What follows belongs to an exercise in optimizing a design on an open flow for small area, a short achievable clock period and few clock cycles; a production flow would make more cautious choices. The RTL was checked by simulation tests, not by an equivalence proof against the original design. Power and IR drop assume default switching activity.

--- design/flow/config.mk ---
export PLATFORM = sky130hd
export DESIGN_NAME = mbcore
export DESIGN_NICKNAME = mbcore
export VERILOG_FILES = /design/flow/design.v
export SDC_FILE = /design/flow/constraint.sdc
export NUM_CORES = 8
export LEC_CHECK = 0
export CAP_MARGIN = 20
export CORE_MARGIN = 2
export CORE_UTILIZATION = 30
export SETUP_SLACK_MARGIN = 5.0
export SLEW_MARGIN = 20
--- design/flow/constraint.sdc ---
create_clock -name core_clock -period 10.0 [get_ports {clk}]
set_input_delay 2.0000 -clock core_clock [delete_from_list [all_inputs] [get_ports {clk}]]
set_output_delay 2.0000 -clock core_clock [all_outputs]
set_load 0.01 [all_outputs]
--- design/flow/design.v ---
module mbcore (
    input  wire        clk,
    input  wire        rst,           
    input  wire        req_valid,
    input  wire        req_write,
    input  wire        req_wide,      
    input  wire [23:0] req_addr,
    input  wire [31:0] req_wdata,
    output wire        rsp_valid,
    output wire [31:0] rsp_rdata,
    output wire        rsp_err
);
    localparam [2:0] ST_OK       = 3'd0;
    localparam [2:0] ST_MALFORM  = 3'd1;
    localparam [2:0] ST_ENC_OVF  = 3'd2;
    localparam [2:0] ST_SHORT    = 3'd3;
    localparam [2:0] ST_ILL_CMD  = 3'd4;
    localparam [2:0] ST_ILL_OPND = 3'd5;
    localparam [7:0] OP_WFB   = 8'h01;
    localparam [7:0] OP_BFW   = 8'h02;
    localparam [7:0] OP_PACK  = 8'h08;
    localparam [7:0] OP_UNPK  = 8'h09;
    localparam [7:0] OP_UNPKS = 8'h0A;
    localparam [7:0] OP_DEC   = 8'h10;
    localparam [7:0] OP_ENC   = 8'h11;
    localparam [7:0] OP_VAL   = 8'h18;
    localparam [7:0] OP_EXB   = 8'h19;
    localparam [31:0] ID_VALUE  = 32'h4D420001;
    localparam [31:0] CFG_VALUE = 32'h00000003;
    localparam [1:0] RG_REG = 2'd0;
    localparam [1:0] RG_IN  = 2'd1;
    localparam [1:0] RG_OUT = 2'd2;
    reg [31:0] cw, a, b, hin0, hin1, in_len;
    reg [2:0]  st;
    reg [31:0] r, hout0, hout1;
    reg [7:0]  out_len;            
    wire [31:0] in_w  [0:31];
    wire [31:0] out_w [0:31];
    reg        pv;                 
    reg [1:0]  p_rgn;
    reg [4:0]  p_idx;
    reg [31:0] d;
    reg        s_ok;               
    reg [1:0]  s_rgn;
    reg [4:0]  s_idx;
    reg        sl_pend;            
    reg        sl_err, sl_wr, sl_wide;
    reg [1:0]  sl_bsel;
    reg        resp_q, err_q;
    reg        busy;
    reg [4:0]  cur, last;
    wire f_mid0  = (req_addr[19:7] == 13'd0);
    wire f_al    = (req_addr[1:0] == 2'b00);
    wire f_isreg = (req_addr[23:20] == 4'h0) && f_mid0 && !req_addr[6] && (req_addr[5:2] <= 4'd13);
    wire f_isin  = (req_addr[23:20] == 4'h1) && f_mid0;
    wire f_isout = (req_addr[23:20] == 4'h2) && f_mid0;
    wire f_ok    = (f_isreg && req_wide && f_al) ||
                   ((f_isin || (f_isout && !req_write)) && (!req_wide || f_al));
    wire idle_q  = !sl_pend && !resp_q;
    wire hit     = req_valid && !req_write && pv &&
                   (req_addr[23:22] == 2'b00) && (req_addr[21:20] == p_rgn) && f_mid0 &&
                   (req_addr[6:2] == p_idx) &&
                   ((p_rgn == RG_REG) ? (req_wide && f_al) : (!req_wide || f_al));
    wire fast_w  = req_valid && req_write && f_ok && !busy && idle_q;
    wire miss    = req_valid && !hit && !fast_w && idle_q;
    wire adv     = hit && (req_wide || (req_addr[1:0] == 2'b11));
    assign rsp_valid = hit || fast_w || resp_q;
    assign rsp_err   = err_q;
    wire   use_byte  = !req_wide && !resp_q;
    reg [7:0] d_byte;
    always @(*) begin
        case (req_addr[1:0])
            2'd0: d_byte = d[31:24];
            2'd1: d_byte = d[23:16];
            2'd2: d_byte = d[15:8];
            default: d_byte = d[7:0];
        endcase
    end
    assign rsp_rdata = use_byte ? {24'd0, d_byte} : d;
    wire        sl_go   = sl_pend && !resp_q && !sl_err && !busy;
    wire        sl_wx   = sl_go && sl_wr;
    wire        sl_rx   = sl_go && !sl_wr;
    wire        acc_en  = fast_w || sl_wx;
    wire [1:0]  acc_rgn = sl_wx ? s_rgn   : req_addr[21:20];
    wire [4:0]  acc_idx = sl_wx ? s_idx   : req_addr[6:2];
    wire [1:0]  acc_bs  = sl_wx ? sl_bsel : req_addr[1:0];
    wire        acc_wd  = sl_wx ? sl_wide : req_wide;
    wire [31:0] acc_dat = sl_wx ? d       : req_wdata;
    wire acc_reg = acc_en && (acc_rgn == RG_REG);
    wire acc_in  = acc_en && (acc_rgn == RG_IN);
    wire exec    = acc_reg && (acc_idx == 5'd0);
    wire [7:0] c_x   = acc_dat[31:24];
    wire [7:0] c_y   = acc_dat[23:16];
    wire [3:0] c_rsv = acc_dat[15:12];
    wire [3:0] c_w   = acc_dat[11:8];
    wire [7:0] c_op  = acc_dat[7:0];
    wire x0 = (c_x == 8'd0);
    wire y0 = (c_y == 8'd0);
    wire w0 = (c_w == 4'd0);
    wire is_wfb   = (c_op == OP_WFB);
    wire is_bfw   = (c_op == OP_BFW);
    wire is_pack  = (c_op == OP_PACK);
    wire is_unpk  = (c_op == OP_UNPK);
    wire is_unpks = (c_op == OP_UNPKS);
    wire is_dec   = (c_op == OP_DEC);
    wire is_enc   = (c_op == OP_ENC);
    wire is_val   = (c_op == OP_VAL);
    wire is_exb   = (c_op == OP_EXB);
    wire ill_cmd = (c_rsv != 4'd0) ||
                   !(is_wfb || is_bfw || is_pack || is_unpk || is_unpks || is_dec || is_enc || is_val || is_exb) ||
                   (is_wfb && !w0) ||
                   (is_bfw && (!x0 || !y0 || w0 || (c_w > 4'd4))) ||
                   ((is_pack || is_unpks || is_dec || is_enc || is_val) && (!x0 || !y0 || !w0)) ||
                   ((is_unpk || is_exb) && (!y0 || !w0));
    wire reads_in = is_pack || is_unpks || is_dec || is_enc || is_val;
    wire n_big    = (in_len[31:8] != 24'd0) || (in_len[7] && (in_len[6:0] != 7'd0));
    wire [7:0] n  = in_len[7:0];           
    wire [32:0] bfw_sum = {1'b0, a} + {1'b0, b};
    wire ovf1 = (bfw_sum[32:8]  != 25'd0);
    wire ovf2 = (bfw_sum[32:16] != 17'd0);
    wire ovf3 = (bfw_sum[32:24] != 9'd0);
    wire ovf4 = bfw_sum[32];
    wire bfw_ovf = (c_w == 4'd1) ? ovf1 : (c_w == 4'd2) ? ovf2 : (c_w == 4'd3) ? ovf3 : ovf4;
    reg pack_bad;
    integer k;
    always @(*) begin
        pack_bad = 1'b0;
        for (k = 0; k < 128; k = k + 1)
            if ((k < n) && (in_w[k / 4][31 - 8 * (k % 4) -: 7] != 7'd0))
                pack_bad = 1'b1;
    end
    wire [4:0] pack_m = n[7:3] + {4'd0, (n[2:0] != 3'd0)};
    wire [7:0]  in0 = in_w[0][31:24], in1 = in_w[0][23:16], in2 = in_w[0][15:8], in3 = in_w[0][7:0];
    wire [7:0]  in4 = in_w[1][31:24];
    wire [15:0] dec_l   = in_w[1][31:16];
    wire        dec_bad = (n < 8'd8) || ({9'd0, n} < {1'b0, dec_l} + 17'd6);
    wire [6:0]  dec_d   = (dec_l >= 16'd2) ? dec_l[6:0] - 7'd2 : 7'd0;    
    wire enc_big   = (n > 8'd120);
    wire unpks_big = (n > 8'd16);
    wire [7:0] fc          = hin1[7:0];
    wire       exb_badcode = (c_x < 8'd1) || (c_x > 8'd3);
    wire [15:0] v_wa     = {in0, in1};
    wire [15:0] v_q      = {in2, in3};
    wire [7:0]  v_bc     = in4;
    wire [16:0] v_start  = {1'b0, v_wa} + 17'd1;
    wire [17:0] v_end    = {1'b0, v_start} + {2'b00, v_q} - 18'd1;
    wire        v_multi  = (fc == 8'h0F) || (fc == 8'h10);
    wire        v_supported = (fc == 8'h01) || (fc == 8'h02) || (fc == 8'h03) || (fc == 8'h04) ||
                              (fc == 8'h05) || (fc == 8'h06) || v_multi;
    wire        v_short  = n < (v_multi ? 8'd5 : 8'd4);
    wire        v_start_ok = (v_start <= 17'd249);
    wire        v_range_ok = v_start_ok && (v_end >= 18'd1) && (v_end <= 18'd249);
    wire        v_single = (fc == 8'h05) || (fc == 8'h06);
    wire        v_addr_ok = v_single ? v_start_ok : v_range_ok;
    wire        v_payload = ({1'b0, n} >= 9'd5 + {1'b0, v_bc});
    wire [15:0] v_bc_coils = (v_q + 16'd7) >> 3;
    reg         v_value_ok;
    always @(*) begin
        case (fc)
            8'h01, 8'h02: v_value_ok = (v_q >= 16'd1) && (v_q <= 16'd249);
            8'h03, 8'h04: v_value_ok = (v_q >= 16'd1) && (v_q <= 16'd125);
            8'h05:        v_value_ok = (v_q == 16'h0000) || (v_q == 16'hFF00);
            8'h06:        v_value_ok = 1'b1;
            8'h0F:        v_value_ok = (v_q >= 16'd1) && (v_q <= 16'd249) &&
                                       ({8'd0, v_bc} == v_bc_coils) && v_payload;
            8'h10:        v_value_ok = (v_q >= 16'd1) && (v_q <= 16'd123) &&
                                       ({8'd0, v_bc} == {v_q[14:0], 1'b0}) && (v_q[15] == 1'b0) && v_payload;
            default:      v_value_ok = 1'b0;
        endcase
    end
    wire [1:0]  v_verdict = !v_supported ? 2'd1 :
                            !v_addr_ok   ? 2'd2 :
                            !v_value_ok  ? 2'd3 : 2'd0;
    reg [2:0] st_n;
    always @(*) begin
        if (ill_cmd)
            st_n = ST_ILL_CMD;
        else if (reads_in && n_big)
            st_n = ST_ILL_OPND;
        else if (is_bfw && bfw_ovf)
            st_n = ST_ENC_OVF;
        else if (is_pack && pack_bad)
            st_n = ST_ILL_OPND;
        else if (is_unpks && unpks_big)
            st_n = ST_ILL_OPND;
        else if (is_dec && dec_bad)
            st_n = ST_MALFORM;
        else if (is_enc && enc_big)
            st_n = ST_ILL_OPND;
        else if (is_val && v_supported && v_short)
            st_n = ST_SHORT;
        else if (is_exb && exb_badcode)
            st_n = ST_ILL_OPND;
        else if (is_exb && fc[7])
            st_n = ST_ENC_OVF;
        else
            st_n = ST_OK;
    end
    wire ok = (st_n == ST_OK);
    reg [31:0] r_n, hout0_n, hout1_n;
    reg [7:0]  olen_n;
    reg [5:0]  nwords;            
    always @(*) begin
        r_n = 32'd0; hout0_n = 32'd0; hout1_n = 32'd0; olen_n = 8'd0; nwords = 6'd0;
        if (is_wfb) begin
            r_n = {16'd0, c_x, c_y};
        end
        if (is_bfw) begin
            r_n = bfw_sum[31:0]; olen_n = {4'd0, c_w}; nwords = 6'd1;
        end
        if (is_pack) begin
            r_n = {27'd0, pack_m}; olen_n = {3'd0, pack_m};
            nwords = {3'd0, n[7:5]} + {5'd0, (n[4:0] != 5'd0)};
        end
        if (is_unpk) begin
            r_n = 32'd8; olen_n = 8'd8; nwords = 6'd2;
        end
        if (is_unpks) begin
            r_n = {24'd0, n[4:0], 3'd0}; olen_n = {n[4:0], 3'd0}; nwords = {n[4:0], 1'b0};
        end
        if (is_dec) begin
            hout0_n = in_w[0]; hout1_n = in_w[1];
            olen_n = {1'b0, dec_d}; r_n = {24'd0, {1'b0, dec_d} + 8'd8};
            nwords = {1'b0, dec_d[6:2]} + {5'd0, (dec_d[1:0] != 2'd0)};
        end
        if (is_enc) begin
            hout0_n = hin0; hout1_n = {8'd0, n + 8'd2, hin1[15:0]};
            olen_n = n + 8'd8; r_n = {24'd0, n + 8'd8};
            nwords = {1'b0, n[6:2]} + 6'd2 + {5'd0, (n[1:0] != 2'd0)};
        end
        if (is_val) begin
            r_n = {30'd0, v_verdict};
        end
        if (is_exb) begin
            hout0_n = hin0; hout1_n = {16'd3, hin1[15:8], fc + 8'h80};
            olen_n = 8'd1; r_n = {24'd0, c_x}; nwords = 6'd1;
        end
    end
    wire [7:0] e_op = cw[7:0];
    wire [7:0] e_x  = cw[31:24];
    wire [3:0] e_w  = cw[11:8];
    reg [4:0] in_ra;
    always @(*) begin
        if (busy) begin
            case (e_op)
                OP_DEC:   in_ra = cur + 5'd2;
                OP_ENC:   in_ra = cur - 5'd2;
                default:  in_ra = {3'd0, cur[4:3]};    
            endcase
        end else
            in_ra = s_idx;
    end
    wire [31:0] in_rd = in_w[in_ra];
    wire [127:0] pk;
    genvar g;
    generate
        for (g = 0; g < 128; g = g + 1) begin : g_pk
            assign pk[32 * (g / 32) + 31 - 8 * ((g / 8) % 4) - 7 + (g % 8)] = in_w[g / 4][24 - 8 * (g % 4)];
        end
    endgenerate
    wire [31:0] pk_word = pk[32 * cur[1:0] +: 32];
    reg  [31:0] pk_mask;
    integer m;
    always @(*) begin
        for (m = 0; m < 32; m = m + 1)
            pk_mask[m] = (n[7:5] != {1'b0, cur[1:0]}) || ((8 * (3 - m / 8) + m % 8) < n[4:0]);
    end
    wire [7:0] us_byte = in_rd[31 - 8 * cur[2:1] -: 8];
    wire [3:0] us_nib  = cur[0] ? us_byte[7:4] : us_byte[3:0];
    reg [31:0] wbus;
    always @(*) begin
        case (e_op)
            OP_BFW: begin
                case (e_w)
                    4'd1:    wbus = {r[7:0], 24'd0};
                    4'd2:    wbus = {r[15:0], 16'd0};
                    4'd3:    wbus = {r[23:0], 8'd0};
                    default: wbus = r;
                endcase
            end
            OP_PACK:  wbus = pk_word & pk_mask;
            OP_UNPK:  wbus = cur[0] ? {7'd0, e_x[4], 7'd0, e_x[5], 7'd0, e_x[6], 7'd0, e_x[7]}
                                    : {7'd0, e_x[0], 7'd0, e_x[1], 7'd0, e_x[2], 7'd0, e_x[3]};
            OP_UNPKS: wbus = {7'd0, us_nib[0], 7'd0, us_nib[1], 7'd0, us_nib[2], 7'd0, us_nib[3]};
            OP_DEC:   wbus = in_rd;
            OP_ENC:   wbus = (cur == 5'd0) ? hout0 : (cur == 5'd1) ? hout1 : in_rd;
            default:  wbus = {e_x, 24'd0};    
        endcase
    end
    reg [31:0] reg_rd;
    always @(*) begin
        case (s_idx[3:0])
            4'h0: reg_rd = cw;
            4'h1: reg_rd = a;
            4'h2: reg_rd = b;
            4'h3: reg_rd = hin0;
            4'h4: reg_rd = hin1;
            4'h5: reg_rd = in_len;
            4'h6: reg_rd = {29'd0, st};
            4'h7: reg_rd = r;
            4'h8: reg_rd = hout0;
            4'h9: reg_rd = hout1;
            4'hA: reg_rd = {24'd0, out_len};
            4'hC: reg_rd = ID_VALUE;
            4'hD: reg_rd = CFG_VALUE;
            default: reg_rd = 32'd0;
        endcase
    end
    wire [31:0] out_rd = out_w[s_idx];
    wire [31:0] s_val  = (s_rgn == RG_REG) ? reg_rd : (s_rgn == RG_IN) ? in_rd : out_rd;
    wire s_conflict = busy && ((s_rgn == RG_IN) || ((s_rgn == RG_OUT) && (s_idx >= cur)));
    reg [7:0] s_byte;
    always @(*) begin
        case (sl_bsel)
            2'd0: s_byte = s_val[31:24];
            2'd1: s_byte = s_val[23:16];
            2'd2: s_byte = s_val[15:8];
            default: s_byte = s_val[7:0];
        endcase
    end
    reg       sn_ok;
    reg [1:0] sn_rgn;
    reg [4:0] sn_idx;
    always @(*) begin
        sn_ok = 1'b1; sn_rgn = s_rgn; sn_idx = s_idx + 5'd1;
        if (s_rgn == RG_REG) begin
            if (s_idx == 5'd7)
                sn_idx = (st == ST_OK) ? 5'd8 : 5'd10;
            else if (s_idx == 5'd10) begin
                sn_rgn = RG_OUT; sn_idx = 5'd0;
            end else if (s_idx == 5'd13)
                sn_ok = 1'b0;
        end else if (s_idx == 5'd31)
            sn_ok = 1'b0;
    end
    always @(posedge clk) begin
        if (rst) begin
            cw <= 32'd0; a <= 32'd0; b <= 32'd0; hin0 <= 32'd0; hin1 <= 32'd0; in_len <= 32'd0;
            st <= 3'd0; r <= 32'd0; hout0 <= 32'd0; hout1 <= 32'd0; out_len <= 8'd0;
            busy <= 1'b0;
        end else begin
            if (acc_reg) begin
                case (acc_idx)
                    5'd0: cw     <= acc_dat;
                    5'd1: a      <= acc_dat;
                    5'd2: b      <= acc_dat;
                    5'd3: hin0   <= acc_dat;
                    5'd4: hin1   <= acc_dat;
                    5'd5: in_len <= acc_dat;
                    default: ;
                endcase
            end
            if (exec) begin
                st <= st_n;
                r       <= ok ? r_n     : 32'd0;
                hout0   <= ok ? hout0_n : 32'd0;
                hout1   <= ok ? hout1_n : 32'd0;
                out_len <= ok ? olen_n  : 8'd0;
                cur  <= 5'd0;
                last <= nwords[4:0] - 5'd1;
                busy <= ok && (nwords != 6'd0);
            end else if (busy) begin
                cur <= cur + 5'd1;
                if (cur == last)
                    busy <= 1'b0;
            end
        end
    end
    always @(posedge clk) begin
        if (rst) begin
            pv <= 1'b0; s_ok <= 1'b0;
            sl_pend <= 1'b0; resp_q <= 1'b0; err_q <= 1'b0;
        end else begin
            resp_q <= 1'b0;
            err_q  <= 1'b0;
            if (exec) begin
                pv <= 1'b1; p_rgn <= RG_REG; p_idx <= 5'd6;
                d  <= {29'd0, st_n};
                s_ok <= 1'b1; s_rgn <= RG_REG; s_idx <= 5'd7;
            end else if (acc_en) begin
                pv <= 1'b0;
            end
            if (sl_wx) begin
                sl_pend <= 1'b0;
                resp_q  <= 1'b1;
            end else if (miss) begin
                pv <= 1'b0;
                sl_pend <= 1'b1;
                sl_err  <= !f_ok;
                sl_wr   <= req_write;
                sl_wide <= req_wide;
                sl_bsel <= req_addr[1:0];
                s_rgn   <= req_addr[21:20];
                s_idx   <= req_addr[6:2];
                d       <= req_wdata;
            end else if (sl_pend && !resp_q && sl_err) begin
                sl_pend <= 1'b0;
                resp_q  <= 1'b1;
                err_q   <= 1'b1;
                d       <= 32'd0;
            end else if (sl_rx && !s_conflict) begin
                sl_pend <= 1'b0;
                resp_q  <= 1'b1;
                d       <= sl_wide ? s_val : {24'd0, s_byte};
                s_ok    <= 1'b0;
            end else if (adv) begin
                pv    <= s_ok && !s_conflict;
                p_rgn <= s_rgn; p_idx <= s_idx;
                d     <= s_val;
                s_ok  <= sn_ok; s_rgn <= sn_rgn; s_idx <= sn_idx;
            end
        end
    end
    generate
        for (g = 0; g < 32; g = g + 1) begin : g_in
            genvar h;
            for (h = 0; h < 4; h = h + 1) begin : g_b
                reg  [7:0] q;
                wire       we = acc_in && (acc_idx == g) && (acc_wd || (acc_bs == h));
                always @(posedge clk)
                    if (we)
                        q <= acc_wd ? acc_dat[31 - 8 * h -: 8] : acc_dat[7:0];
                assign in_w[g][31 - 8 * h -: 8] = q;
            end
        end
        for (g = 0; g < 32; g = g + 1) begin : g_out
            reg  [31:0] q;
            always @(posedge clk)
                if (busy && (cur == g))
                    q <= wbus;
            assign out_w[g] = q;
        end
    endgenerate
endmodule
--- design/flow/run.sh ---
#!/bin/bash
# synth_recipe.tcl (not shown) runs the flow's synth.tcl, then flattens the netlist and writes it again
# the make line also repeats each setting of config.mk as NAME=value (left out here)
make -C /OpenROAD-flow-scripts/flow DESIGN_CONFIG=/design/flow/config.mk WORK_HOME=/design/flow/orfs CLKGATE_MAP_FILE= SYNTH_SCRIPT=/design/flow/synth_recipe.tcl finish
==> results of run 1 <==
## routing by layer
layer	wire, µm	share of wire [%]
met1	255000	37
met5	468	0.067
met3	90500	13
met4	63000	9.0
met2	288000	41
## critical path, delay by kind of cell
| family | cells | cell delay (ns) |
|---|---|---|
| AND/OR/NAND/NOR | 4 | 0.69 |
| buffers and inverters | 4 | 0.46 |
| AO/OA/AOI/OAI | 2 | 0.45 |
## flip-flops by register name (all words and copies together) (netlist names), 8 cells and up
signal,flops
out_len,8
hin1,32
g_out.q,1024
hout1,32
g_in.g_b.q,1024
r,32
hin0,32
b,32
hout0,32
d,32
cw,32
a,32
in_len,32
## worst paths after layout
| path | from | end | cells past startpoint |
|---|---|---|---|
| setup / recovery | req_addr[0] | rsp_valid | 10 |
| hold / removal | out_len[3] | out_len[3] | 2 |
| setup reg to reg | cw[5] | g_out[0].q[16] | 21 |
| hold reg to reg | out_len[3] | out_len[3] | 2 |
## cell usage in the layout (no fill, tap or decap), types with 174 or more instances in the layout
cell,Yosys,final
a21oi_1,381,329
nand2_1,595,551
a211oi_1,241,222
a22oi_1,477,450
dfxtp_1,305,295
buf_4,9,653
nor3_1,207,174
edfxtp_1,2109,2109
nor2_1,663,555
a221oi_1,249,235
clkbuf_16,0,299
a22o_1,215,213
nand3_1,248,223
o21ai_0,345,312
## report_power, final
part / total [W] / internal (W) / switching, W
clock network: 0.0105 / 0.00604 / 0.00444
logic: 0.00333 / 0.000957 / 0.00237
registers: 0.0110 / 0.0109 / 0.0000471
total: 0.0248 / 0.0179 / 0.00685
## cells by family (layout without fill, tap and decap cells)
logic type	Yosys count	after routing
DFF	2414	2414
and+or+nand+nor	2409	2415
xor gates and xnor gates	131	131
buffers and inverters	722	1573
muxes	188	188
AOI/OAI and AO/OA	2608	2614
adders and majority gates	129	129
other	0	42
## per-stage QoR
step / cell area [µm²] / setup slack [ns] / util (%) / cells
6_report: 135000 / 4.37 / 37.5 / 14279
3_3_place_gp: 118000 / 1.92 / 32.8 / 13356
4_1_cts: 131000 / 4.35 / 36.4 / 14013
5_1_grt: 135000 / 4.37 / 37.5 / 14242
3_5_place_dp: 118000 / 2.42 / 32.8 / 13361
2_1_floorplan: 108000 / 4.98 / - / 8601
## repair_timing
item                                    4_1_cts  5_1_grt
endpoints found under the setup margin     2487     1435
hold endpoints to repair                      0        0
setup buffers                               139      203
pin swaps                                    79      139
gates resized for setup                     520      419
cloned                                       21       19
hold buffers                                  0        0
## layout make-up
type	instances	area, µm²
Multi-Input combinational cell	5477	40100
Timing Repair Buffer	956	9450
Fill cell	34301	224000
Inverter	125	515
Clock buffer	336	7430
Tap cell	4773	5970
Clock inverter	156	1680
Antenna cell	42	105
Sequential cell	2414	69500
==> run_results.csv, run 1 <==
group,metric,value,unit
grt,use_met2,52.6,%
routing,drt-initial-drc-count,17384,
layout,finalNetCount,9438,
yosys,synth_flop_cell,"edfxtp_1",
timing,hold_viol,0,
worst_setup_path,r2r_setup_slack,4.66,ns
timing,tightest_slew,1.28,ns
yosys,syn_avg_cell_area,12.6,µm²
job,drv_cap,0,
timing,tns,0,ns
yosys,seq_area_frac_synth,64.2,%
grt,grt_max_degree,97,
worst_setup_path,path_cells,"buf_6 > buf_12 > o21ai_4 > nand4_1 > nor2_4 > buf_12 > nand2_8 > a21oi_4 > or2_4 > buf_6",
yosys,syn_area,108000,µm²
power,irDropWorstVdd,0.151,mV
yosys,netlist_instances,8601,
floorplanning,start_util,30.1,%
worst_setup_path,worst_path_max_delay_cell,"o21ai_4",
yosys,yosysTopAreaCellShare,58.6,%
clock_tree,htree_levels,5,
clock_tree,numClockSinks,2414,
power,finalPower,0.0248,W
placement,gp_congestion,1.07,
yosys,yosysWarnings,1,
worst_hold_path,holdCritPathClass,"reg -> reg",
yosys,async_flop_share,0,%
grt,grt_pass1_wl,880000,µm
grt,grt_pass1_vias,85315,
yosys,synthTopCellsByArea,"edfxtp_1, dfxtp_1, a22oi_1",
yosys,ys_types,110,
timing,rsz0062_at_grt,"yes",
placement,port_buffers,94,
routing,wl_per_cell,48.8,µm
yosys,yosysMostFrequentCell,"edfxtp_1",
layout,syn_to_final_growth,24.7,%
timing,relSlewSlack,14.5,%
worst_setup_path,max_stage_delay,0.30,ns
floorplanning,row_count,220,
grt,grtUsageTotal,36.3,%
grt,met1_usage,45.8,%
floorplanning,coreArea,359000,µm²
grt,grt_use_met3,11.6,%
routing,routed_wl,697000,µm
grt,grt.overflow.total,0,
routing,firstDrtPassIters,9,
clock_tree,numCtsBuffers,276,
worst_setup_path,critical_path_class,"in -> out",
clock_tree,path_clk_slew,0.06,ns
timing,setup_viol,0,
yosys,synth-compound-area-share,17.5,%
routing,via_count,96028,
timing,fin_worst_skew,0.0987,ns
worst_setup_path,cp_data_required_time,8.00,ns
routing,drcViolationCount,0,
power,p_leak,44.8,nW
timing,fin_crit,5.63,ns
yosys,synth_common_cells,"edfxtp_1, nor2_1, nand2_1",
yosys,synthAdderAreaFrac,1.50,%
routing,antenna_left,0,
yosys,synthSimpleGateAreaFrac,10.9,%
clock_tree,cts_tree,"yes",
worst_setup_path,crit_arrival,3.63,ns
clock_tree,clk-insertion-delay-late,0.96,ns
timing,clock.fmax,178,MHz
power,power_density,184,nW/µm²
floorplanning,design.die.area,365000,µm²
yosys,synth.largest_area_cell,"edfxtp_1",
floorplanning,io_pins,95,
worst_setup_path,endpoint_kind,"output port",
timing,fin_crit_sh,56.3,%
clock_tree,cts_buffer_depth,4,
clock_tree,root_buffer,"clkbuf_16",
yosys,synth_edf_count,2109,
grt,busiest_layer,"met2",
layout,drive_gt1_share,21.8,%
yosys,synth_top_family_by_area,"compound AO/OA/AOI/OAI gates",
grt,antenna_found_initial,82,
yosys,ys_ff_latch,2414,
placement,dpl.hpwl,477000,µm
routing,routed_via_density,6.73,
yosys,yosys-mux-area-fraction,2.17,%
timing,report.final.slew_viol_count,0,
floorplanning,die_w,604,µm
worst_setup_path,crit_fanout,2,
timing,holdWs,0.476,ns
run_status,status,"timing/DRC/antenna clean",
yosys,synth_xor_area_share,1.06,%
floorplanning,die_h,604,µm
worst_setup_path,critPathLaunchType,"input pin",
yosys,syn_nets,8789,
Testbench counts, summed over its fixed seeds: cycles 16,227.
==> inputs of run 2 (changes only) <==
--- a/design/flow/config.mk
+++ b/design/flow/config.mk
@@ -8,5 +8,4 @@
 export CAP_MARGIN = 20
 export CORE_MARGIN = 2
 export CORE_UTILIZATION = 30
-export SETUP_SLACK_MARGIN = 5.0
 export SLEW_MARGIN = 20
==> run 2 against run 1 <==
  * Combinational power shrank about 20%
  * Utilization decreased by 2.3 points
  * Die area unchanged
  * Sequential power is essentially flat
  * Critical path depth did not move
  * Setup slack lost 2.0 ns
  * Synthesized cell count is the same
  * First-iteration DRC count decreased by 3.3%
  * Global-route usage shrank 2.2 points
  * Critical path type unchanged
==> run_results.csv, run 2 <==
group,metric,value,unit
power,p_clk_share,42.0,%
layout,multi_input_area,37200,µm²
grt,grt_pass1_wl,835000,µm
job,drv_cap,0,
worst_setup_path,critPathLaunchType,"input pin",
power,irDropWorstVdd,0.120,mV
timing,rsz0062_at_grt,"no",
routing,drcViolationCount,0,
layout,nFillCells,34907,
routing,highest_layer,"met5",
clock_tree,cts_resized,0,
floorplanning,die_h,604,µm
yosys,synthTopCellsByArea,"edfxtp_1, dfxtp_1, a22oi_1",
yosys,netlist_instances,8601,
clock_tree,root_buffer,"clkbuf_16",
timing,clock.fmax,131,MHz
routing,routed-wl-met3,90100,µm
floorplanning,io_pins,95,
grt,grt_max_degree,75,
grt,grtUsageTotal,34.1,%
yosys,ys_types,110,
floorplanning,design.die.area,365000,µm²
routing,m1WireLength,234000,µm
worst_hold_path,holdCritPathClass,"reg -> reg",
power,power_density,187,nW/µm²
yosys,yosysTopAreaCellShare,58.6,%
worst_setup_path,endpoint_kind,"output port",
clock_tree,clk-insertion-delay-late,0.95,ns
power,netSwitchingPower,0.00648,W
worst_setup_path,crit_fanout,16,
routing,antenna_left,0,
layout,final-seq-area,69400,µm²
clock_tree,path_clk_slew,0.06,ns
clock_tree,htree_levels,5,
timing,tightest_slew,1.33,ns
layout,mostFrequentLayoutCell,"edfxtp_1",
placement,placed_cell_area,118000,µm²
routing,wl_per_cell,46.5,µm
timing,report.final.slew_viol_count,0,
worst_setup_path,reg2reg_depth,14,
run_status,status,"timing/DRC/antenna clean",
power,seqPwrFrac,46.6,%
routing,routed_wl,645000,µm
grt,grt_pass1_vias,84465,
clock_tree,numClockSinks,2414,
routing,drt-initial-drc-count,16811,
placement,dpl.hpwl,452000,µm
timing,holdWs,0.470,ns
clock_tree,cts_tree,"yes",
layout,final_core_util,35.2,%
yosys,seq_area_frac_synth,64.2,%
timing,fin_crit_sh,76.3,%
floorplanning,row_count,220,
grt,grt.overflow.total,0,
routing,firstDrtPassIters,9,
power,power_frac_comb,11.4,%
timing,fin_worst_skew,0.0959,ns
layout,stdcell_area,126000,µm²
worst_setup_path,cp_data_required_time,8.00,ns
clock_tree,cts_setup_buffers,0,
power,finalPower,0.0236,W
worst_hold_path,whs_path_depth,2,
timing,fin_crit,7.63,ns
timing,setup_viol,0,
layout,drive_gt1_share,13.7,%
timing,tns,0,ns
timing,hold_viol,0,
floorplanning,coreArea,359000,µm²
layout,syn_to_final_growth,16.9,%
floorplanning,die_w,604,µm
yosys,synth_edf_count,2109,
power,p_int,0.0171,W
yosys,synth_common_cells,"edfxtp_1, nor2_1, nand2_1",
yosys,yosysWarnings,1,
routing,via_count,93291,
yosys,synth.largest_area_cell,"edfxtp_1",
layout,finalNetCount,9031,
yosys,async_flop_share,0,%
placement,port_buffers,94,
timing,relSlewSlack,10.3,%
yosys,synth_flop_cell,"edfxtp_1",
yosys,yosysMostFrequentCell,"edfxtp_1",
grt,antenna_found_initial,75,
clock_tree,numCtsBuffers,273,
layout,layout_common_cells,"edfxtp_1, nor2_1, nand2_1",
yosys,syn_nets,8789,
yosys,syn_avg_cell_area,12.6,µm²
yosys,ys_ff_latch,2414,
power,p_sw_share,27.5,%
routing,dr_wl_met2,265000,µm
power,p_leak,41.3,nW
clock_tree,cts_hold_buffers,0,
layout,reg_top3,"g_in.g_b.q x1024, g_out.q x1024",
worst_setup_path,crit_arrival,5.63,ns
routing,routed_via_density,6.73,
floorplanning,start_util,30.1,%
placement,gp_congestion,1.11,
yosys,syn_area,108000,µm²
clock_tree,cts_buffer_depth,4,
worst_setup_path,critical_path_class,"in -> out",
==> run 2: cell counts after synthesis <==
No cell type changed its count.
==> run 2: final timing paths <==
kind | to | slack, ns | start
min reg2reg | out_len[1] | 0.47 | out_len[1]
max | rsp_valid | 2.37 | req_addr[0]
max reg2reg | d[7] | 2.53 | cw[2]
min | out_len[1] | 0.47 | out_len[1]
==> run 2: layout make-up <==
| type | instances | area share, % |
|---|---|---|
| sequential | 2414 | 54.9 |
| multi-input combinational | 5465 | 29.4 |
| clock buffer | 338 | 5.79 |
| tap | 4773 | 4.73 |
| timing repair buffer | 564 | 3.64 |
| clock inverter | 145 | 1.00 |
| inverter | 125 | 0.371 |
| antenna | 48 | 0.0950 |
==> run 2: power by group through the flow <==
stage	logic (W)	clock network, W	registers (W)
global placement	0.00247	0	0.0112
finish	0.00268	0.00991	0.0110
floorplan	0.000913	0	0.0112
global route	0.00257	0.0103	0.0110
detailed placement	0.00247	0	0.0112
CTS	0.00247	0.00992	0.0110
==> run 2: cell families (layout without fill, tap and decap cells) <==
kind of cell / after synthesis / after routing / share of synthesized area [%]
adder cells (fa/ha/maj): 129 / 129 / 1.50
flip-flops: 2414 / 2414 / 64.2
multiplexers: 188 / 188 / 2.17
AND/OR/NAND/NOR: 2409 / 2409 / 10.9
AO/OA/AOI/OAI: 2608 / 2608 / 17.5
XOR/XNOR: 131 / 131 / 1.06
buffers and inverters: 722 / 1172 / 2.68
other: 0 / 48 / 0
==> run 2: worst max-delay path, cell delays in order <==
cell,delay [ns]
clkdlybuf4s50_1,0.41
buf_4,0.23
o21ai_0,0.34
buf_4,0.27
nand4_1,0.16
nor2_1,0.72
nand2_1,0.33
a21oi_1,0.34
or2_2,0.24
clkdlybuf4s50_1,0.56
==> run 2: layer usage <==
layer  global-route usage (%)  vias up
met4                     24.0       50
met1                     42.2    47351
met5                   0.0529        -
met2                     48.6     8577
li1                         -    35167
met3                     13.4     2146
==> run 2: per-stage QoR <==
| step | worst slack (ns) | instances |
|---|---|---|
| global placement | 2.18 | 13332 |
| CTS | 2.51 | 13823 |
| detailed placement | 2.27 | 13340 |
| global route | 2.47 | 13831 |
| finish | 2.37 | 13872 |
| floorplan | 4.04 | 8601 |
==> inputs of run 3 (changes only) <==
--- a/design/flow/design.v
+++ b/design/flow/design.v
@@ -32,14 +32,22 @@
     localparam [1:0] RG_OUT = 2'd2;
     reg [31:0] cw, a, b, hin0, hin1, in_len;
     reg [2:0]  st;
-    reg [31:0] r, hout0, hout1;
     reg [7:0]  out_len;            
+    localparam [2:0] R_ZERO = 3'd0, R_WFB = 3'd1, R_BFW = 3'd2, R_LEN = 3'd3,
+                     R_LEN8 = 3'd4, R_VAL = 3'd5, R_EXB = 3'd6;
+    localparam [1:0] H_ZERO = 2'd0, H_LO = 2'd1, H_HI = 2'd2;
+    reg [2:0]  r_mode;
+    reg [1:0]  v_verd;
+    reg [1:0]  h_mode;
     wire [31:0] in_w  [0:31];
     wire [31:0] out_w [0:31];
     reg        pv;                 
     reg [1:0]  p_rgn;
     reg [4:0]  p_idx;
+    reg        p_win;              
+    reg [1:0]  p_boff;             
     reg [31:0] d;
+    reg [7:0]  db;                 
     reg        s_ok;               
     reg [1:0]  s_rgn;
     reg [4:0]  s_idx;
@@ -57,26 +65,21 @@
     wire f_ok    = (f_isreg && req_wide && f_al) ||
                    ((f_isin || (f_isout && !req_write)) && (!req_wide || f_al));
     wire idle_q  = !sl_pend && !resp_q;
-    wire hit     = req_valid && !req_write && pv &&
-                   (req_addr[23:22] == 2'b00) && (req_addr[21:20] == p_rgn) && f_mid0 &&
-                   (req_addr[6:2] == p_idx) &&
-                   ((p_rgn == RG_REG) ? (req_wide && f_al) : (!req_wide || f_al));
-    wire fast_w  = req_valid && req_write && f_ok && !busy && idle_q;
+    wire f_z     = (req_addr[23:22] == 2'b00) && f_mid0;
+    wire p_match = (req_addr[21:20] == p_rgn) && (req_addr[6:2] == p_idx);
+    wire hit     = req_valid && !req_write && pv && f_z && p_match &&
+                   (req_wide ? f_al : (p_win && (req_addr[1:0] == p_boff)));
+    wire f_okw   = f_z && (((req_addr[21:20] == 2'd0) && !req_addr[6] && !(req_addr[5] && req_addr[4] && req_addr[3]) &&
+                            req_wide && f_al) ||
+                           ((req_addr[21:20] == 2'd1) && (!req_wide || f_al)));
+    wire fast_w  = req_valid && req_write && f_okw && !busy && idle_q;
     wire miss    = req_valid && !hit && !fast_w && idle_q;
-    wire adv     = hit && (req_wide || (req_addr[1:0] == 2'b11));
+    wire adv     = hit && (req_wide || (p_boff == 2'b11));
+    wire bstep   = hit && !adv;
     assign rsp_valid = hit || fast_w || resp_q;
     assign rsp_err   = err_q;
-    wire   use_byte  = !req_wide && !resp_q;
-    reg [7:0] d_byte;
-    always @(*) begin
-        case (req_addr[1:0])
-            2'd0: d_byte = d[31:24];
-            2'd1: d_byte = d[23:16];
-            2'd2: d_byte = d[15:8];
-            default: d_byte = d[7:0];
-        endcase
-    end
-    assign rsp_rdata = use_byte ? {24'd0, d_byte} : d;
+    wire   sel_w     = req_wide || resp_q;
+    assign rsp_rdata = sel_w ? d : {24'd0, db};
     wire        sl_go   = sl_pend && !resp_q && !sl_err && !busy;
     wire        sl_wx   = sl_go && sl_wr;
     wire        sl_rx   = sl_go && !sl_wr;
@@ -197,43 +200,41 @@
             st_n = ST_OK;
     end
     wire ok = (st_n == ST_OK);
-    reg [31:0] r_n, hout0_n, hout1_n;
+    reg [2:0]  rm_n;
+    reg [1:0]  hm_n;
     reg [7:0]  olen_n;
     reg [5:0]  nwords;            
     always @(*) begin
-        r_n = 32'd0; hout0_n = 32'd0; hout1_n = 32'd0; olen_n = 8'd0; nwords = 6'd0;
+        rm_n = R_ZERO; hm_n = H_ZERO; olen_n = 8'd0; nwords = 6'd0;
         if (is_wfb) begin
-            r_n = {16'd0, c_x, c_y};
+            rm_n = R_WFB;
         end
         if (is_bfw) begin
-            r_n = bfw_sum[31:0]; olen_n = {4'd0, c_w}; nwords = 6'd1;
+            rm_n = R_BFW; olen_n = {4'd0, c_w}; nwords = 6'd2;
         end
         if (is_pack) begin
-            r_n = {27'd0, pack_m}; olen_n = {3'd0, pack_m};
+            rm_n = R_LEN; olen_n = {3'd0, pack_m};
             nwords = {3'd0, n[7:5]} + {5'd0, (n[4:0] != 5'd0)};
         end
         if (is_unpk) begin
-            r_n = 32'd8; olen_n = 8'd8; nwords = 6'd2;
+            rm_n = R_LEN; olen_n = 8'd8; nwords = 6'd2;
         end
         if (is_unpks) begin
-            r_n = {24'd0, n[4:0], 3'd0}; olen_n = {n[4:0], 3'd0}; nwords = {n[4:0], 1'b0};
+            rm_n = R_LEN; olen_n = {n[4:0], 3'd0}; nwords = {n[4:0], 1'b0};
         end
         if (is_dec) begin
-            hout0_n = in_w[0]; hout1_n = in_w[1];
-            olen_n = {1'b0, dec_d}; r_n = {24'd0, {1'b0, dec_d} + 8'd8};
-            nwords = {1'b0, dec_d[6:2]} + {5'd0, (dec_d[1:0] != 2'd0)};
+            rm_n = R_LEN8; hm_n = H_HI; olen_n = {1'b0, dec_d};
+            nwords = {1'b0, dec_d[6:2]} + 6'd2 + {5'd0, (dec_d[1:0] != 2'd0)};
         end
         if (is_enc) begin
-            hout0_n = hin0; hout1_n = {8'd0, n + 8'd2, hin1[15:0]};
-            olen_n = n + 8'd8; r_n = {24'd0, n + 8'd8};
+            rm_n = R_LEN; hm_n = H_LO; olen_n = n + 8'd8;
             nwords = {1'b0, n[6:2]} + 6'd2 + {5'd0, (n[1:0] != 2'd0)};
         end
         if (is_val) begin
-            r_n = {30'd0, v_verdict};
+            rm_n = R_VAL;
         end
         if (is_exb) begin
-            hout0_n = hin0; hout1_n = {16'd3, hin1[15:8], fc + 8'h80};
-            olen_n = 8'd1; r_n = {24'd0, c_x}; nwords = 6'd1;
+            rm_n = R_EXB; hm_n = H_HI; olen_n = 8'd1; nwords = 6'd3;
         end
     end
     wire [7:0] e_op = cw[7:0];
@@ -243,7 +244,7 @@
     always @(*) begin
         if (busy) begin
             case (e_op)
-                OP_DEC:   in_ra = cur + 5'd2;
+                OP_DEC:   in_ra = cur;
                 OP_ENC:   in_ra = cur - 5'd2;
                 default:  in_ra = {3'd0, cur[4:3]};    
             endcase
@@ -267,24 +268,74 @@
     end
     wire [7:0] us_byte = in_rd[31 - 8 * cur[2:1] -: 8];
     wire [3:0] us_nib  = cur[0] ? us_byte[7:4] : us_byte[3:0];
-    reg [31:0] wbus;
+    wire [7:0]  e_fc = hin1[7:0];
+    wire [31:0] e_sum = bfw_sum[31:0];    
+    reg  [31:0] wbus;
     always @(*) begin
         case (e_op)
             OP_BFW: begin
-                case (e_w)
-                    4'd1:    wbus = {r[7:0], 24'd0};
-                    4'd2:    wbus = {r[15:0], 16'd0};
-                    4'd3:    wbus = {r[23:0], 8'd0};
-                    default: wbus = r;
-                endcase
+                if (cur[0] == 1'b0)
+                    wbus = e_sum;                        
+                else begin
+                    case (e_w)
+                        4'd1:    wbus = {e_sum[7:0], 24'd0};
+                        4'd2:    wbus = {e_sum[15:0], 16'd0};
+                        4'd3:    wbus = {e_sum[23:0], 8'd0};
+                        default: wbus = e_sum;
+                    endcase
+                end
             end
             OP_PACK:  wbus = pk_word & pk_mask;
             OP_UNPK:  wbus = cur[0] ? {7'd0, e_x[4], 7'd0, e_x[5], 7'd0, e_x[6], 7'd0, e_x[7]}
                                     : {7'd0, e_x[0], 7'd0, e_x[1], 7'd0, e_x[2], 7'd0, e_x[3]};
             OP_UNPKS: wbus = {7'd0, us_nib[0], 7'd0, us_nib[1], 7'd0, us_nib[2], 7'd0, us_nib[3]};
             OP_DEC:   wbus = in_rd;
-            OP_ENC:   wbus = (cur == 5'd0) ? hout0 : (cur == 5'd1) ? hout1 : in_rd;
-            default:  wbus = {e_x, 24'd0};    
+            default: begin                               
+                if (cur == 5'd0)
+                    wbus = hin0;
+                else if (cur == 5'd1)
+                    wbus = (e_op == OP_ENC) ? {8'd0, n + 8'd2, hin1[15:0]}
+                                            : {16'd3, hin1[15:8], e_fc + 8'h80};
+                else
+                    wbus = (e_op == OP_ENC) ? in_rd : {e_x, 24'd0};
+            end
+        endcase
+    end
+    wire e_hi = (e_op == OP_DEC) || (e_op == OP_EXB);    
+    wire e_bfw = (e_op == OP_BFW);
+    reg [4:0] e_wi;
+    always @(*) begin
+        if (e_hi)
+            e_wi = (cur == 5'd0) ? 5'd30 : (cur == 5'd1) ? 5'd31 : cur - 5'd2;
+        else if (e_bfw)
+            e_wi = cur[0] ? 5'd0 : 5'd31;
+        else
+            e_wi = cur;
+    end
+    function [4:0] e_pos(input [4:0] w);
+        begin
+            if (e_hi)
+                e_pos = (w >= 5'd30) ? w - 5'd30 : w + 5'd2;
+            else if (e_bfw)
+                e_pos = (w == 5'd31) ? 5'd0 : 5'd1;
+            else
+                e_pos = w;
+        end
+    endfunction
+    wire       s_h   = (s_rgn == RG_REG) && ((s_idx == 5'd8) || (s_idx == 5'd9));
+    wire [4:0] out_ra = (s_rgn == RG_OUT) ? s_idx :
+                        s_h ? {{4{h_mode == H_HI}}, (s_idx == 5'd9)} : 5'd31;
+    wire [31:0] out_rd = out_w[out_ra];
+    reg [31:0] r_val;
+    always @(*) begin
+        case (r_mode)
+            R_WFB:   r_val = {16'd0, cw[31:16]};
+            R_BFW:   r_val = busy ? e_sum : out_rd;
+            R_LEN:   r_val = {24'd0, out_len};
+            R_LEN8:  r_val = {24'd0, out_len + 8'd8};
+            R_VAL:   r_val = {30'd0, v_verd};
+            R_EXB:   r_val = {24'd0, cw[31:24]};
+            default: r_val = 32'd0;
         endcase
     end
     reg [31:0] reg_rd;
@@ -297,18 +348,18 @@
             4'h4: reg_rd = hin1;
             4'h5: reg_rd = in_len;
             4'h6: reg_rd = {29'd0, st};
-            4'h7: reg_rd = r;
-            4'h8: reg_rd = hout0;
-            4'h9: reg_rd = hout1;
+            4'h7: reg_rd = r_val;
+            4'h8: reg_rd = (h_mode == H_ZERO) ? 32'd0 : out_rd;
+            4'h9: reg_rd = (h_mode == H_ZERO) ? 32'd0 : out_rd;
             4'hA: reg_rd = {24'd0, out_len};
             4'hC: reg_rd = ID_VALUE;
             4'hD: reg_rd = CFG_VALUE;
             default: reg_rd = 32'd0;
         endcase
     end
-    wire [31:0] out_rd = out_w[s_idx];
     wire [31:0] s_val  = (s_rgn == RG_REG) ? reg_rd : (s_rgn == RG_IN) ? in_rd : out_rd;
-    wire s_conflict = busy && ((s_rgn == RG_IN) || ((s_rgn == RG_OUT) && (s_idx >= cur)));
+    wire s_outw     = (s_rgn == RG_OUT) || (s_h && (h_mode != H_ZERO));
+    wire s_conflict = busy && ((s_rgn == RG_IN) || (s_outw && (e_pos(out_ra) >= cur)));
     reg [7:0] s_byte;
     always @(*) begin
         case (sl_bsel)
@@ -336,7 +387,7 @@
     always @(posedge clk) begin
         if (rst) begin
             cw <= 32'd0; a <= 32'd0; b <= 32'd0; hin0 <= 32'd0; hin1 <= 32'd0; in_len <= 32'd0;
-            st <= 3'd0; r <= 32'd0; hout0 <= 32'd0; hout1 <= 32'd0; out_len <= 8'd0;
+            st <= 3'd0; r_mode <= R_ZERO; h_mode <= H_ZERO; out_len <= 8'd0;
             busy <= 1'b0;
         end else begin
             if (acc_reg) begin
@@ -352,9 +403,9 @@
             end
             if (exec) begin
                 st <= st_n;
-                r       <= ok ? r_n     : 32'd0;
-                hout0   <= ok ? hout0_n : 32'd0;
-                hout1   <= ok ? hout1_n : 32'd0;
+                r_mode  <= ok ? rm_n : R_ZERO;
+                h_mode  <= ok ? hm_n : H_ZERO;
+                v_verd  <= v_verdict;
                 out_len <= ok ? olen_n  : 8'd0;
                 cur  <= 5'd0;
                 last <= nwords[4:0] - 5'd1;
@@ -374,7 +425,7 @@
             resp_q <= 1'b0;
             err_q  <= 1'b0;
             if (exec) begin
-                pv <= 1'b1; p_rgn <= RG_REG; p_idx <= 5'd6;
+                pv <= 1'b1; p_rgn <= RG_REG; p_idx <= 5'd6; p_win <= 1'b0; p_boff <= 2'd0;
                 d  <= {29'd0, st_n};
                 s_ok <= 1'b1; s_rgn <= RG_REG; s_idx <= 5'd7;
             end else if (acc_en) begin
@@ -403,10 +454,18 @@
                 resp_q  <= 1'b1;
                 d       <= sl_wide ? s_val : {24'd0, s_byte};
                 s_ok    <= 1'b0;
+            end else if (bstep) begin
+                p_boff <= p_boff + 2'd1;
+                case (p_boff)
+                    2'd0: db <= d[23:16];
+                    2'd1: db <= d[15:8];
+                    default: db <= d[7:0];
+                endcase
             end else if (adv) begin
                 pv    <= s_ok && !s_conflict;
-                p_rgn <= s_rgn; p_idx <= s_idx;
+                p_rgn <= s_rgn; p_idx <= s_idx; p_win <= (s_rgn != RG_REG); p_boff <= 2'd0;
                 d     <= s_val;
+                db    <= s_val[31:24];
                 s_ok  <= sn_ok; s_rgn <= sn_rgn; s_idx <= sn_idx;
             end
         end
@@ -426,7 +485,7 @@
         for (g = 0; g < 32; g = g + 1) begin : g_out
             reg  [31:0] q;
             always @(posedge clk)
-                if (busy && (cur == g))
+                if (busy && (e_wi == g))
                     q <= wbus;
             assign out_w[g] = q;
         end
--- a/design/flow/config.mk
+++ b/design/flow/config.mk
@@ -7,5 +7,7 @@
 export LEC_CHECK = 0
 export CAP_MARGIN = 20
 export CORE_MARGIN = 2
-export CORE_UTILIZATION = 30
+export CORE_UTILIZATION = 60
+export CTS_BUF_LIST = sky130_fd_sc_hd__clkbuf_8
+export SETUP_SLACK_MARGIN = 5.0
 export SLEW_MARGIN = 20
==> run 3 against run 2 <==
  * The flow now stops in 5_1_grt
  * Synthesized area is 0.31% higher
  * Synthesized cell count grew 2.9%
==> run_results.csv, run 3 <==
group,metric,value,unit
yosys,yosysMostFrequentCell,"edfxtp_1",
grt,grtUsageTotal,81.7,%
yosys,seq_area_frac_synth,62.7,%
clock_tree,numCtsBuffers,379,
yosys,synthAdderAreaFrac,1.47,%
yosys,synth_flop_cell,"edfxtp_1",
yosys,synth_common_cells,"edfxtp_1, nor2_1, nand2_1",
clock_tree,numClockSinks,2336,
yosys,synth_top_family_by_area,"compound AO/OA/AOI/OAI gates",
floorplanning,die_w,429,µm
clock_tree,htree_levels,5,
placement,port_buffers,94,
floorplanning,io_pins,95,
floorplanning,row_count,156,
yosys,yosys-mux-area-fraction,2.82,%
yosys,synth_edf_count,2122,
floorplanning,die_h,429,µm
yosys,netlist_instances,8847,
yosys,ys_ff_latch,2336,
run_status,lastStage,"5_1_grt",
clock_tree,cts_buffer_depth,4,
yosys,async_flop_share,0,%
yosys,syn_avg_cell_area,12.3,µm²
placement,post-place-ws,2.49,ns
placement,dp_cells,11188,
placement,gp_congestion,1.28,
yosys,synth.largest_area_cell,"edfxtp_1",
yosys,yosysTopAreaCellShare,58.8,%
yosys,synth-compound-area-share,17.1,%
clock_tree,root_buffer,"clkbuf_8",
yosys,syn_area,108000,µm²
yosys,syn_nets,9034,
clock_tree,cts_hold_buffers,0,
placement,dpl.hpwl,428000,µm
run_status,status,"did not finish",
yosys,synth_xor_area_share,1.07,%
grt,grt_max_degree,79,
yosys,ys_types,121,
yosys,synthTopCellsByArea,"edfxtp_1, dfxtp_1, a22oi_1",
yosys,yosysWarnings,1,
yosys,synthSimpleGateAreaFrac,12.1,%
run_status,error_line,"[ERROR GRT-0232] Routing congestion too high. Check the congestion heatmap in the GUI.",
floorplanning,start_util,60.2,%
grt,grt.overflow.total,150,
[run 3: logic make-up after synthesis]
| group | Yosys count |
|---|---|
| fa+ha+maj | 126 |
| mux | 258 |
| compound gates | 2608 |
| buf+inv | 714 |
| simple gates | 2672 |
| flops | 2336 |
| xor+xnor | 133 |
[run 3: how the worst min path moves through the flow]
stage / endpoint / slack, ns / cells past startpoint
after floorplan: out_len[0] / 0.44 / 2
after global placement: st[0] / 0.48 / 2
after detailed placement: cw[14] / 0.49 / 2
after CTS: cw[14] / 0.50 / 2
[run 3: per-layer routing]
layer | overflow | GRT usage (%)
met5 | 1 | 60.6
met4 | 53 | 69.5
met3 | 20 | 76.8
met2 | 51 | 88.8
met1 | 25 | 85.6
[run 3: power by group through the flow]
stage                     Sequential, W  Clock, W  Combinational, W
after floorplan                  0.0109         0          0.000874
after global placement           0.0109         0           0.00202
after CTS                        0.0107   0.00827           0.00231
after detailed placement         0.0109         0           0.00204
[run 3: metrics by stage]
step	util (%)	instance area, µm²	hold slack [ns]
after floorplan	-	109000	0.439
after global placement	63.6	115000	0.483
after detailed placement	63.7	115000	0.493
after CTS	69.8	126000	0.500
[run 3: timing repair]
| item | in CTS |
|---|---|
| resized for setup | 562 |
| setup endpoints to repair | 2051 |
| hold endpoints to repair | 0 |
| buffers inserted | 155 |
| cloned | 24 |
| pin swaps | 98 |
Testbench counts of run 3, summed over its fixed seeds: cycles 16,227.
==> inputs of run 4 (changes only) <==
--- a/design/flow/config.mk
+++ b/design/flow/config.mk
@@ -7,7 +7,7 @@
 export LEC_CHECK = 0
 export CAP_MARGIN = 20
 export CORE_MARGIN = 2
-export CORE_UTILIZATION = 60
+export CORE_UTILIZATION = 40
 export CTS_BUF_LIST = sky130_fd_sc_hd__clkbuf_8
 export SETUP_SLACK_MARGIN = 5.0
 export SLEW_MARGIN = 20
==> run 4 against run 3 <==
  * Now fails the layout checks on capacitance limit, slew limit
  * Synthesized cell count unchanged
  * Synthesized area unchanged
==> run_results.csv, run 4 <==
group,metric,value,unit
run_status,status,"failed layout checks",
run_status,violations,"capacitance limit, slew limit",
clock_tree,clk-insertion-delay-late,1.25,ns
yosys,syn_nets,9034,
grt,antenna_found_initial,96,
routing,antenna_left,0,
yosys,yosysWarnings,1,
clock_tree,cts_buffer_depth,4,
timing,fin_crit,5.45,ns
yosys,netlist_instances,8847,
grt,grt_pass1_wl,938000,µm
routing,wl_per_cell,53.8,µm
worst_setup_path,cp_data_required_time,10.89,ns
layout,drive_gt1_share,24.1,%
layout,syn_to_final_growth,24.7,%
floorplanning,coreArea,270000,µm²
worst_setup_path,crit_fanout,32,
worst_setup_path,critPathLaunchType,"flop",
timing,tns,0,ns
floorplanning,row_count,191,
timing,fin_ws,4.55,ns
clock_tree,numClockSinks,2336,
floorplanning,io_pins,95,
yosys,syn_area,108000,µm²
floorplanning,die_w,525,µm
yosys,ys_types,121,
timing,rsz0062_at_grt,"yes",
grt,grt.overflow.total,0,
yosys,synth_edf_count,2122,
yosys,async_flop_share,0,%
yosys,ys_ff_latch,2336,
yosys,synthTopCellsByArea,"edfxtp_1, dfxtp_1, a22oi_1",
placement,post-place-ws,2.73,ns
timing,holdWs,0.503,ns
floorplanning,start_util,40.1,%
placement,dpl.hpwl,502000,µm
routing,routed_via_density,7.43,
timing,fin_crit_sh,54.5,%
clock_tree,root_buffer,"clkbuf_8",
yosys,syn_avg_cell_area,12.3,µm²
placement,gp_congestion,1.11,
yosys,synth_flop_cell,"edfxtp_1",
routing,routed_wl,740000,µm
timing,relSlewSlack,-46.8,%
grt,grtUsageTotal,51.8,%
clock_tree,numCtsBuffers,397,
floorplanning,design.die.area,275000,µm²
timing,hold_viol,0,
timing,tightest_slew,2.18,ns
worst_hold_path,holdCritPathClass,"reg -> reg",
job,drv_cap,2,
timing,setup_viol,0,
worst_setup_path,cpMostUsedCell,"buf_4",
placement,port_buffers,94,
worst_setup_path,endpoint_kind,"flop",
layout,reg_top3,"g_in.g_b.q x1024, g_out.q x1024",
layout,finalNetCount,9972,
layout,fin_cells,13753,
placement,dp_cells,12515,
clock_tree,path_clk_slew,0.07,ns
routing,drt-initial-drc-count,20163,
layout,layout_common_cells,"edfxtp_1, buf_4, nand2_1",
yosys,seq_area_frac_synth,62.7,%
worst_setup_path,max_stage_delay,1.21,ns
worst_setup_path,worst_path_max_delay_cell,"nor2_2",
routing,drcViolationCount,0,
routing,firstDrtPassIters,12,
power,p_leak,47.0,nW
power,power_density,168,nW/µm²
worst_setup_path,crit_arrival,6.34,ns
timing,clock.fmax,183,MHz
worst_setup_path,path_cells,"or4_4 > buf_4 > nor2_1 > nand2_1 > or3_1 > nor2_2 > buf_4 > a21oi_1 > a21oi_2 > a21oi_2 > a221oi_4 > buf_4",
layout,mostFrequentLayoutCell,"edfxtp_1",
clock_tree,cts_tree,"yes",
routing,via_count,102138,
floorplanning,die_h,525,µm
yosys,yosysMostFrequentCell,"edfxtp_1",
grt,grt_max_degree,87,
timing,fin_worst_skew,0.155,ns
yosys,yosysTopAreaCellShare,58.8,%
worst_setup_path,critical_path_class,"reg -> reg",
timing,report.final.slew_viol_count,4,
power,irDropWorstVdd,0.108,mV
clock_tree,htree_levels,5,
grt,grt_pass1_vias,92505,
yosys,synth.largest_area_cell,"edfxtp_1",
yosys,synth_common_cells,"edfxtp_1, nor2_1, nand2_1",
## run 4: worst paths after layout
check / start / endpoint / slack (ns) / depth (start not counted)
max: cw[2] / g_out[0].q[19] / 4.55 / 12
min: hin1[25] / hin1[25] / 0.50 / 2
max reg2reg: cw[2] / g_out[0].q[19] / 4.55 / 12
min reg2reg: hin1[25] / hin1[25] / 0.50 / 2
## run 4: report_power, final
group          internal, W  switching [W]
sequential          0.0107      0.0000498
combinational     0.000886        0.00234
clock              0.00434        0.00446
## run 4: critical path: cells and delay by family, from the launching register on
kind | cells | cell delay, ns
buf+inv | 3 | 1.03
compound gates | 4 | 1.18
flops | 1 | 0.36
simple gates | 5 | 2.60
## run 4: area by class of cell
| cell class | count | area (µm²) |
|---|---|---|
| Tap cell | 3570 | 4470 |
| Multi-Input combinational cell | 5812 | 43000 |
| Sequential cell | 2336 | 68000 |
| Fill cell | 23620 | 135000 |
| Timing Repair Buffer | 1089 | 11200 |
| Clock buffer | 406 | 5590 |
| Antenna cell | 80 | 200 |
| Clock inverter | 311 | 2150 |
| Inverter | 149 | 577 |
## run 4: cell families (layout without fill, tap and decap cells)
group | after synthesis | count (layout) | share of synthesized area (%)
AOI/OAI and AO/OA | 2608 | 2619 | 17.1
xor gates and xnor gates | 133 | 133 | 1.07
adders and majority gates | 126 | 126 | 1.47
buffers and inverters | 714 | 1955 | 2.72
DFF | 2336 | 2336 | 62.7
muxes | 258 | 258 | 2.82
other | 0 | 80 | 0
and+or+nand+nor | 2672 | 2676 | 12.1
## run 4: per-layer routing
metal	up-vias	GRT usage [%]	part of all wire, %
met4	46	48.3	12
met3	3428	22.6	15
met1	50459	57.3	32
li1	37480	-	-
met5	-	1.13	0.080
met2	10725	74.5	41
## run 4: timing repair
action | CTS | global route
pin swaps | 141 | 174
hold endpoints to repair | 0 | 0
gates resized for setup | 752 | 399
hold buffers | 0 | 0
buffers inserted | 219 | 167
setup endpoints to repair | 1771 | 1087
gates cloned | 37 | 10
## run 4: metrics by stage
stage	util (%)	instance area, µm²	total power [W]
floorplan	-	109000	0.0118
global placement	43.4	117000	0.0132
detailed placement	43.5	118000	0.0132
CTS	48.6	131000	0.0222
global route	50.0	135000	0.0229
finish	50.0	135000	0.0227

## afterwards: timing with drivers on the ports
The flow's constraints put no driver on any port. The routed layouts listed below were extracted and timed again, unchanged, in two steps.
Step 1 (the two cells are an assumption about what drives the block):
set clk [get_ports {clk}]
set_driving_cell -lib_cell sky130_fd_sc_hd__clkbuf_16 $clk
set_driving_cell -lib_cell sky130_fd_sc_hd__buf_2 [delete_from_list [all_inputs] $clk]
Step 2 moves the port delays by t, midway between the first and last clock arrival at a register: inputs arrive t later, outputs are due t later. That takes back most of the time a late clock gives input paths.
Slacks: no drivers / after step 1 / after step 2; pairs: no drivers / after step 1.
| run | t (ns) | setup WS [ns] | worst setup path at the end | pins driven straight from the clock port |
|---|---|---|---|---|
| run 1 | 1.012 | 4.370 / 4.205 / 3.855 | input to register | 1 |
| run 2 | 1.004 | 2.367 / 2.341 / 1.988 | input to register | 1 |
| run 4 | 1.273 | 4.545 / 4.545 / 3.708 | input to register | 1 |
The setup slack of run 4, which loses most, moves by 0.000 ns with the drivers and by -0.837 ns with both steps.
